What follows belongs to an exercise in optimizing a design on an open flow for small area, a short achievable clock period and few clock cycles per item; a production flow would make more cautious choices. Function was checked by simulation only, so behaviour that the tests miss may differ from the original. No driver is modelled on the clock port, so clocking that relies on it looks cheaper here than on a real chip. No activity file was given, so power comes from the tool's default toggle rates.

== job 7871 ==
Design mnet_codec, start of the top module:
module mnet_codec (
    input  wire        clk,
    input  wire        rst,
    input  wire        key_wr,
    input  wire [2:0]  key_len,
    input  wire [47:0] key_data,
    input  wire        tx_hdr_valid,
    output wire        tx_hdr_ready,
    input  wire [7:0]  tx_dst,
    input  wire [7:0]  tx_src,
    input  wire [15:0] tx_type,
    input  wire [7:0]  tx_len,
    input  wire        tx_obf,
    input  wire        tx_pl_valid,
    output wire        tx_pl_ready,
    input  wire [7:0]  tx_pl_data,
    output wire        line_tx_valid,
    input  wire        line_tx_ready,
    output wire [7:0]  line_tx_data,
    input  wire        line_rx_valid,
    input  wire [7:0]  line_rx_data,
    input  wire        rx_obf,
    output wire        rx_valid,
    output wire [7:0]  rx_data,
    output wire        rx_end,
    output wire [7:0]  rx_status
);
Size: ~930 cells after synthesis, roughly 230 flip-flops, ~150 I/O pins, about 10000 µm² of cells after synthesis.
Settings: LEC_CHECK=0, ABC_CLOCK_PERIOD_IN_PS=2000, CAP_MARGIN=20, CORE_MARGIN=2, CORE_UTILIZATION=65, CTS_CLUSTER_DIAMETER=80, CTS_CLUSTER_SIZE=20, SETUP_SLACK_MARGIN=2.65, SLEW_MARGIN=20; clock period 4.5 ns.
standard.sh (not shown) runs the stock make flow with config.mk's settings and CLKGATE_MAP_FILE= SYNTH_SCRIPT=/design/flow/synth_recipe.tcl, a recipe that flattens the netlist after the stock synthesis.
==> flow/flow/run.sh <==
#!/bin/bash
# The standard layout with two changes:
#  - plain buf_1 cells as the port buffers (the standard flow picks a delay
#    buffer); ORFS's repair resizes them as needed;
#  - after CTS, the clock tree's middle level is removed, so the root buffer
#    drives the leaf buffers directly (collapse_cts.tcl).
set -euo pipefail
export BUFFER_PORTS_ARGS="-buffer_cell sky130_fd_sc_hd__buf_1"
export RESULTS=$PWD/orfs/results/$FLOW_PLATFORM/mnet_codec/base
bash standard.sh cts > standard_cts.log 2>&1
openroad -no_init -exit flow/collapse_cts.tcl > collapse_cts.log 2>&1
touch $RESULTS/4_cts.sdc
bash standard.sh finish > standard_finish.log 2>&1
==> flow/flow/collapse_cts.tcl <==
# Make the clock tree two levels deep: the root buffer drives every leaf
# buffer directly, in place of the middle level TritonCTS builds. All leaf
# buffers stay at the same depth, so the tree stays balanced.
set results $::env(RESULTS)
read_db $results/4_cts.odb
set block [ord::get_db_block]
set clknet [$block findNet clk]
set roots {}
foreach it [$clknet getITerms] { lappend roots [$it getInst] }
if {[llength $roots] != 1} { error "clock port drives [llength $roots] cells" }
set root [lindex $roots 0]
set rootnet [[$root findITerm X] getNet]
set mids {}
foreach it [$rootnet getITerms] {
  if {[$it isOutputSignal]} continue
  set inst [$it getInst]
  if {[string match "sky130_fd_sc_hd__clkbuf_*" [[$inst getMaster] getName]]} { lappend mids $inst }
}
set n 0
foreach m $mids {
  set onet [[$m findITerm X] getNet]
  set loads {}
  foreach it [$onet getITerms] { if {![$it isOutputSignal]} { lappend loads $it } }
  set ok 1
  foreach it $loads {
    if {![string match "sky130_fd_sc_hd__clkbuf_*" [[[$it getInst] getMaster] getName]]} { set ok 0 }
  }
  if {!$ok} continue
  foreach it $loads { $it disconnect; $it connect $rootnet }
  [$m findITerm A] disconnect
  [$m findITerm X] disconnect
  odb::dbInst_destroy $m
  odb::dbNet_destroy $onet
  incr n
}
puts "root [$root getName]: removed $n middle clock buffers"
write_db $results/4_cts.odb
Testbench counts of job 7871, summed over its fixed seeds: cycles 27,589, items 384.
Inputs modified between job 7871 and job 1287:
- swapping 65 for 55 in CORE_UTILIZATION
- swapping 2.65 for 2.6 in SETUP_SLACK_MARGIN
- clearing ABC_CLOCK_PERIOD_IN_PS, which used to be 2000
### Flow results
Job 1287 finished end to end and its layout was clean on timing, DRC and antenna.
[compare] base=job 7871 new=job 1287: minimum setup slack in the final design climbed 19 ps; final routed wirelength across all metal layers decreased 650 µm; final design instance area without fill went down; worst hold margin rose 130 ps; final total power shows a reduction of 19 µW.
Comparing job 7871 and job 1287, the lower total number of tap cells was measured on job 7871.
Via count on job 1287 is down relative to job 7871.
#### Input delta (job 4837 over job 1287)
- changing CORE_UTILIZATION from 55 to 60
- setting ABC_CLOCK_PERIOD_IN_PS to 1500 for the first time
Notes after the runs:
Diff job 1287 -> job 4837 | buffer count excluding the clock tree in the final layout | decrease of 1.9%
When job 4837 is set beside job 1287, its number of gates on the worst path with buffers counted turns out to be 4 larger.
Cmp job 4837 and job 1287 / met1 track utilization from global routing / higher: job 4837
The end point of the critical path comes out tx_hdr_ready in one run and key[34] in the other, namely in job 1287 and job 4837 respectively.
Cmp job 4837 vs job 1287: clock network power share lower in job 4837
Against job 1287, job 4837 comes in 4.9 points higher on starting density of the core.
Via count: job 4837 and job 1287 compared, higher one is job 4837
Job 4837 and job 1287 ended up with roughly the same number of nets with antenna violations after routing.
Higher post-route clock period utilization was reported by job 1287, not job 4837.
Edits applied to the flow inputs when going from job 4837 to job 4110:
- changing ABC_CLOCK_PERIOD_IN_PS from 1500 to 2000
Results
- Diff job 4837..job 4110 | number of cells upsized or downsized after cts | unchanged
- In terms of share of power burned in the clock network, job 4110 and job 4837 differ only marginally.
- Both conditions hold for job 4110: the flow ran to the end and the final layout passed the timing, DRC and antenna checks.
- Relative max-transition margin came out exactly the same in job 4110 and job 4837.
- [compare] base=job 4837 new=job 4110: register-to-register slack level; clock skew level.
### job 4110 -> job 3527
- ABC_CLOCK_PERIOD_IN_PS no longer set, was 2000
- SETUP_SLACK_MARGIN now 2.65, was 2.6
[summary]
Post-CTS setup buffer count in job 3527 vs job 4110: up 3
Per the comparison of job 3527 with job 4110, total detailed-routing wirelength went down about 0.8%; worst clock skew fell by 7.2 ps.
Origin of the worst setup path = key_len[0]: job 4110; origin of the worst setup path = u_tx.cnt[2]: job 3527

separate check: timing with driven ports:
No port has a modelled driver above. Below, the same layouts with a new extraction and two added sets of constraints. Step 1, drivers: a clkbuf_16 drives clk and a buf_2 each remaining input, both assumed. Step 2 adds t to the input delays and takes it off the output delays; t is the mean of the earliest and latest rising clock arrival at the registers after step 1. Input paths then give back, and output paths get back, about the clock's delay inside the block. a / b / c = ideal ports / drivers / drivers and shift; a / b = the first two.
run | t, ns | setup slack, ns | cell pins on the clock port's net
job 7871 | 0.506 | 2.511 / 2.468 / 2.062 | 1
job 1287 | 0.471 | 2.529 / 2.482 / 2.155 | 1
job 4837 | 0.463 | 2.634 / 2.619 / 2.195 | 1
job 4110 | 0.463 | 2.634 / 2.619 / 2.195 | 1
job 3527 | 0.465 | 2.632 / 2.621 / 2.208 | 1
After both steps every run listed still meets setup and hold. For job 7871, which loses most, drivers alone change the setup slack by -0.043 ns; drivers and shift together by -0.449 ns.
